This is an optimization exercise on Yosys and OpenROAD, whose aim is small area, a short achievable clock period and few clock cycles per item, not a production implementation.
In this exercise RTL edits were held to simulation tests only and were not proved equivalent to the original.
Power is estimated from default activity; no workload was simulated.

job 101:
==> flow/design.v <==
module tcp_rx (
    input  wire        clk,
    input  wire        rst,
    input  wire        start,
    output wire        ready,
    input  wire        raw,
    input  wire [31:0] src_addr,
    input  wire [31:0] dst_addr,
    input  wire [15:0] len,
    input  wire        in_valid,
    output wire        in_ready,
    input  wire [31:0] in_data,
    output reg         done,
    output reg  [1:0]  result,
    output reg  [15:0] csum,
    output reg  [2:0]  seg_class,
    output reg  [15:0] payload_len,
    output reg  [15:0] sport,
    output reg  [15:0] dport,
    output reg  [31:0] seq_num,
    output reg  [31:0] ack_num,
    output reg  [3:0]  doff,
    output reg  [5:0]  flags,
    output reg  [15:0] window,
    output reg  [15:0] cksum_field,
    output reg  [15:0] urg_ptr
);
    localparam [1:0] RES_OK        = 2'd0;
    localparam [1:0] RES_MALFORMED = 2'd1;
    localparam [1:0] RES_CHECKSUM  = 2'd2;
    localparam [2:0] C_NONE   = 3'd0;
    localparam [2:0] C_DATA   = 3'd1;
    localparam [2:0] C_SYN    = 3'd2;
    localparam [2:0] C_SYNACK = 3'd3;
    localparam [2:0] C_ACK    = 3'd4;
    localparam [2:0] C_FIN    = 3'd5;
    localparam [2:0] C_FINACK = 3'd6;
    function [31:0] csa;
        input [15:0] a;
        input [15:0] b;
        input [15:0] c;
        reg   [15:0] s, k;
        begin
            s   = a ^ b ^ c;
            k   = (a & b) | (a & c) | (b & c);
            csa = {k[14:0], k[15], s};
        end
    endfunction
    reg         ready_q;      
    reg         in_ready_q;   
    reg         pend_q;       
    reg         raw_q;
    reg  [1:0]  low_q;        
    reg         short_q;      
    reg         hok_q;        
    reg         clr_q;        
    reg  [13:0] rem_q;        
    reg         rz_q;         
    reg  [4:0]  hc_q;         
    reg  [15:0] sx_q, sy_q;   
    assign ready    = ready_q;
    assign in_ready = in_ready_q;
    wire beat   = in_valid & in_ready_q;
    wire last   = rz_q | ((rem_q == 14'd1) & (low_q == 2'd0));
    wire busy0  = ~ready_q & ~in_ready_q;          
    wire clr    = clr_q;                           
    wire [3:0] lane_ok;
    assign lane_ok[3] = 1'b1;
    assign lane_ok[2] = ~rz_q | (low_q != 2'd1);
    assign lane_ok[1] = ~rz_q | (low_q == 2'd3);
    assign lane_ok[0] = ~rz_q;
    wire [3:0]  lane = lane_ok & {4{in_ready_q}};
    wire [31:0] dm   = in_data & {{8{lane[3]}}, {8{lane[2]}}, {8{lane[1]}}, {8{lane[0]}}};
    wire [15:0] op_z = raw_q          ? 16'd0 :
                       busy0          ? 16'd6 :
                       (hc_q == 5'd0) ? {rem_q, low_q} :
                       (hc_q == 5'd1) ? 16'd6 : 16'd0;
    wire [31:0] l1 = csa(clr ? 16'd0 : sx_q, clr ? 16'd0 : sy_q, op_z);
    wire [15:0] op_a = ready_q ? src_addr[31:16] : l1[15:0];
    wire [15:0] op_b = ready_q ? src_addr[15:0]  : l1[31:16];
    wire [15:0] op_c = ready_q ? dst_addr[31:16] : dm[31:16];
    wire [15:0] op_d = ready_q ? dst_addr[15:0]  : dm[15:0];
    wire [31:0] l2 = csa(op_a, op_b, op_c);
    wire [31:0] l3 = csa(l2[15:0], l2[31:16], op_d);
    wire [16:0] fs0    = {1'b0, sx_q} + {1'b0, sy_q};
    wire [15:0] fs1    = sx_q + sy_q + 16'd1;
    wire [15:0] fold   = fs0[16] ? fs1 : fs0[15:0];
    wire        sum_ok = ((sx_q ^ sy_q) == 16'hFFFF) | ((sx_q & sy_q) == 16'hFFFF);
    wire [4:0]  hc_inc    = hc_q + 5'd1;
    wire        hc_ge4    = (hc_q[4:2] != 3'd0);    
    wire        pl_take   = beat & hc_ge4 & (hc_q == {1'b0, doff});
    wire        pl_clear  = beat & (hc_q == 5'd0);
    wire        hdr_fit   = beat & hc_ge4 & (hc_inc == {1'b0, doff}) & ~rz_q;
    wire        malformed = short_q | (doff < 4'd5) | ~hok_q;
    wire [5:0]  k         = flags & 6'h17;
    reg  [2:0]  cls;
    always @(*) begin
        if (payload_len != 16'd0)
            cls = ((flags & 6'h07) == 6'h00) ? C_DATA : C_NONE;
        else begin
            case (k)
                6'h02:   cls = C_SYN;
                6'h12:   cls = C_SYNACK;
                6'h10:   cls = C_ACK;
                6'h01:   cls = C_FIN;
                6'h11:   cls = C_FINACK;
                default: cls = C_NONE;
            endcase
        end
    end
    always @(posedge clk) begin
        csum        <= ~fold;
        seg_class   <= cls;
        if (raw_q)
            result <= RES_OK;
        else if (malformed)
            result <= RES_MALFORMED;
        else if (!sum_ok)
            result <= RES_CHECKSUM;
        else
            result <= RES_OK;
    end
    always @(posedge clk) begin
        if (in_valid || !in_ready_q)
            {sy_q, sx_q} <= l3;
    end
    always @(posedge clk) begin
        if (beat) begin
            case (hc_q)
                5'd0: begin
                    sport <= in_data[31:16];
                    dport <= in_data[15:0];
                end
                5'd1: seq_num <= in_data;
                5'd2: ack_num <= in_data;
                5'd3: begin
                    doff   <= in_data[31:28];
                    flags  <= in_data[21:16];
                    window <= in_data[15:0];
                end
                5'd4: begin
                    cksum_field <= in_data[31:16];
                    urg_ptr     <= in_data[15:0];
                end
                default: ;
            endcase
        end
    end
    always @(posedge clk) begin
        if (ready_q && start) begin
            raw_q <= raw;
            low_q   <= len[1:0];
            short_q <= (len[15:2] < 14'd5);
        end
        if (pl_clear)
            payload_len <= 16'd0;
        else if (pl_take)
            payload_len <= {rem_q, low_q};
        if (pl_clear)
            hok_q <= 1'b0;
        else if (hdr_fit)
            hok_q <= 1'b1;
        if (ready_q)
            clr_q <= raw;
        else if (beat)
            clr_q <= 1'b0;
        if (ready_q)
            hc_q <= 5'd0;
        else if (beat && hc_q != 5'd16)
            hc_q <= hc_inc;
        if (ready_q) begin
            rem_q <= len[15:2];
            rz_q  <= (len[15:2] == 14'd0);
        end else if (beat) begin
            rem_q <= rem_q - 14'd1;
            rz_q  <= (rem_q == 14'd1);
        end
    end
    always @(posedge clk) begin
        if (rst) begin
            ready_q    <= 1'b1;
            in_ready_q <= 1'b0;
            pend_q     <= 1'b0;
            done       <= 1'b0;
        end else begin
            done <= ready_q & pend_q;
            if (ready_q) begin
                if (start) begin
                    ready_q    <= 1'b0;
                    in_ready_q <= (len != 16'd0);
                    pend_q     <= 1'b0;
                end else begin
                    pend_q     <= 1'b0;
                end
            end else if (busy0) begin
                ready_q <= 1'b1;
                pend_q  <= 1'b1;
            end else if (beat && last) begin
                in_ready_q <= 1'b0;
                ready_q    <= 1'b1;
                pend_q     <= 1'b1;
            end
        end
    end
endmodule
export LEC_CHECK = 0
export CAP_MARGIN = 20
export CORE_MARGIN = 2
export CORE_UTILIZATION = 40
export PLACE_DENSITY = 0.6
export SLEW_MARGIN = 20
create_clock -name core_clock -period 11.0 [get_ports {clk}]
standard.sh (not shown) runs the stock make flow with config.mk's settings and CLKGATE_MAP_FILE= SYNTH_SCRIPT=/design/flow/synth_recipe.tcl, a recipe that flattens the netlist after the stock synthesis.
==> flow/flow/run.sh <==
#!/bin/bash
# Layout flow: the standard ORFS flow (standard.sh) with these changes:
# - ports buffered by the smallest plain buffer (buf_1) instead of the
#   delay-cell buffer buffer_ports picks by default;
# - timing repair aimed at a setup margin below the clock period, so the
#   resizer works on the paths that set the achieved period; that
#   timing repair only resizes cells, swaps pins and removes buffers
#   (SETUP_MOVE_SEQUENCE), it inserts no buffers;
# - clock tree synthesis without dummy loads, with sink clusters of up to
#   25 registers.
# The make output goes to standard.log; each ORFS step writes its own log
# under orfs/logs/.
set -euo pipefail
bash standard.sh \
  "BUFFER_PORTS_ARGS=-buffer_cell sky130_fd_sc_hd__buf_1" \
  "SETUP_SLACK_MARGIN=7.7" \
  "CAP_MARGIN=5" "SLEW_MARGIN=5" \
  "SETUP_MOVE_SEQUENCE=unbuffer,sizeup,swap" \
  "CTS_ARGS=-sink_clustering_enable -repair_clock_nets -dont_use_dummy_load -sink_clustering_size 25 -sink_clustering_max_diameter 150" \
  finish > standard.log 2>&1
Job 101 went all the way through synthesis, placement and routing and the layout is clean on timing, DRC and antenna.
Testbench counts of job 101, summed over its fixed seeds: cycles 93,989, items 1,280.
[inputs] job 102 vs job 101
-- flow/flow/run.sh --
<<< job 101, line 6
#   resizer works on the paths that set the achieved period; that
#   timing repair only resizes cells, swaps pins and removes buffers
#   (SETUP_MOVE_SEQUENCE), it inserts no buffers;
# - clock tree synthesis without dummy loads, with sink clusters of up to
#   25 registers.
>>> job 102, line 6
#   resizer works on the paths that set the achieved period;
# - clock tree synthesis without dummy loads.
<<< job 101, line 16
  "SETUP_SLACK_MARGIN=7.7" \
  "CAP_MARGIN=5" "SLEW_MARGIN=5" \
  "SETUP_MOVE_SEQUENCE=unbuffer,sizeup,swap" \
>>> job 102, line 13
  "SETUP_SLACK_MARGIN=7.75" \
## What came out
Job 102 ran to completion and came out clean on the timing, DRC and antenna checks. As far as number of buffers created by CTS goes, job 102 and job 101 are indistinguishable; the numbers are identical. Job 102: post-layout instance count excluding filler cells is 31 higher than what job 101 reported. Worst-case setup margin in the final layout, job 102 and job 101: lower on job 102. Number of combinational gates with multiple inputs for job 102 is higher than for job 101.
Changes in job 103 relative to job 102:
-- flow/flow/run.sh --
<<< job 102, line 13
  "SETUP_SLACK_MARGIN=7.75" \
>>> job 103, line 13
  "SETUP_SLACK_MARGIN=7.7" \
  "SETUP_MOVE_SEQUENCE=unbuffer,sizeup,swap" \
### Flow results
Comparing job 102 with job 103, the proportion of total power due to net switching came out essentially unchanged.
Compared to job 102, the routing of job 103 uses less wire.
For job 103, the launching element of the worst setup path was doff[2]$_DFFE_PP_, unlike job 102, where it was hc_q[0]$_SDFFE_PP0P_.
| total power | job 102 vs job 103 | ≈ equal |
Diff job 102..job 103 | hold violation total from the final report | unchanged
In the flow results for job 102 and job 103, the portion of total power attributed to sequential cells is smaller on job 102.
Looking at final worst slack across both flows, job 103 is the stronger of the two, with job 102 trailing.
Sequential share of layout area, job 102 and job 103: smaller value in job 102
The capture point of the critical path comes out sx_q[13]$_DFFE_PP_ in one run and doff[2] in the other, namely in job 102 and job 103 respectively.
Status: internal power contribution parity (job 102, job 103)
[compare] base=job 102 new=job 103: non-clock buffer count went down, clock skew flat, count of vias placed by the detailed router lost 220.
### job 103 -> job 104
- a change of PLACE_DENSITY from 0.6 to 0.75
-- flow/flow/run.sh --
<<< job 103, line 14
  "SETUP_MOVE_SEQUENCE=unbuffer,sizeup,swap" \
>>> job 104, line 14
[summary]
Worst hold margin delta (job 103 -> job 104): insignificant
Standby leakage power grows by a few percent when moving from job 103 to job 104.
Die footprint: job 104 vs job 103 identical
Re count of clock buffers in the final design: no difference whatsoever between job 103 and job 104.
On setup slack, job 103 beats job 104.
In the tables for job 103 and job 104, routed length on met2 reads higher with job 104.
Measured against each other, job 103 and job 104 differ in critical path depth, the higher figure coming from job 104.
Diff job 103 and job 104: ratio of routed vias to standard cells lower in job 103
Diff job 103..job 104 | post-synthesis cell count | unchanged
For the first-pass detailed-route iteration total, job 104 came in 3 higher than job 103 did.
## Diff of input files: job 105 against job 104
- a change of PLACE_DENSITY from 0.75 to 0.6
-- flow/flow/run.sh --
<<< job 104, line 6
#   resizer works on the paths that set the achieved period;
# - clock tree synthesis without dummy loads.
>>> job 105, line 6
#   resizer works on the paths that set the achieved period; that
#   timing repair only resizes cells, swaps pins and removes buffers
#   (SETUP_MOVE_SEQUENCE), it inserts no buffers;
# - clock tree synthesis without dummy loads, with sink clusters of up to
#   25 registers.
<<< job 104, line 14
>>> job 105, line 17
  "SETUP_MOVE_SEQUENCE=unbuffer,sizeup,swap" \
- Job 105 has completed all stages; timing, DRC and antenna checks passed.
- Job 104 has lower worst setup slack than job 105.
- Compared with job 104, in job 105 ratio of total power to cell area grew by 1.4%; net switching component of the power shrank by 1.8%; total via count in the routed design shrank by 530; post-route cell area shrank by about 2.2%; largest fanout on the critical path shrank by 5.
- Of job 105 and job 104, the run reporting the lower clock period minus worst slack was job 105.

==> what the ideal ports hide <==
How much do the figures lean on ideal ports? The routed layouts below were timed once more, with nothing changed but the port constraints.
Step 1 sets driving cells, clkbuf_16 on the clock port and buf_2 on the other inputs (assumed; they add their load-dependent delay and slew).
Step 2 moves the port delays by t, midway between the first and last clock arrival at a register: inputs arrive t later, outputs are due t later. That takes back most of the time a late clock gives input paths.
Three values: ideal ports, drivers, drivers and shift; two values: the first two.
| run | t (ns) | setup WS [ns] | worst slew at a driven data input, ns |
|---|---|---|---|
| job 101 | 0.509 | 7.640 / 7.589 / 7.191 | 0.07 |
| job 102 | 0.524 | 7.623 / 7.623 / 7.181 | 0.08 |
| job 103 | 0.510 | 7.639 / 7.586 / 7.190 | 0.07 |
| job 104 | 0.524 | 7.529 / 7.480 / 7.190 | 0.11 |
| job 105 | 0.510 | 7.639 / 7.586 / 7.190 | 0.07 |
After both steps every run listed still meets setup and hold.
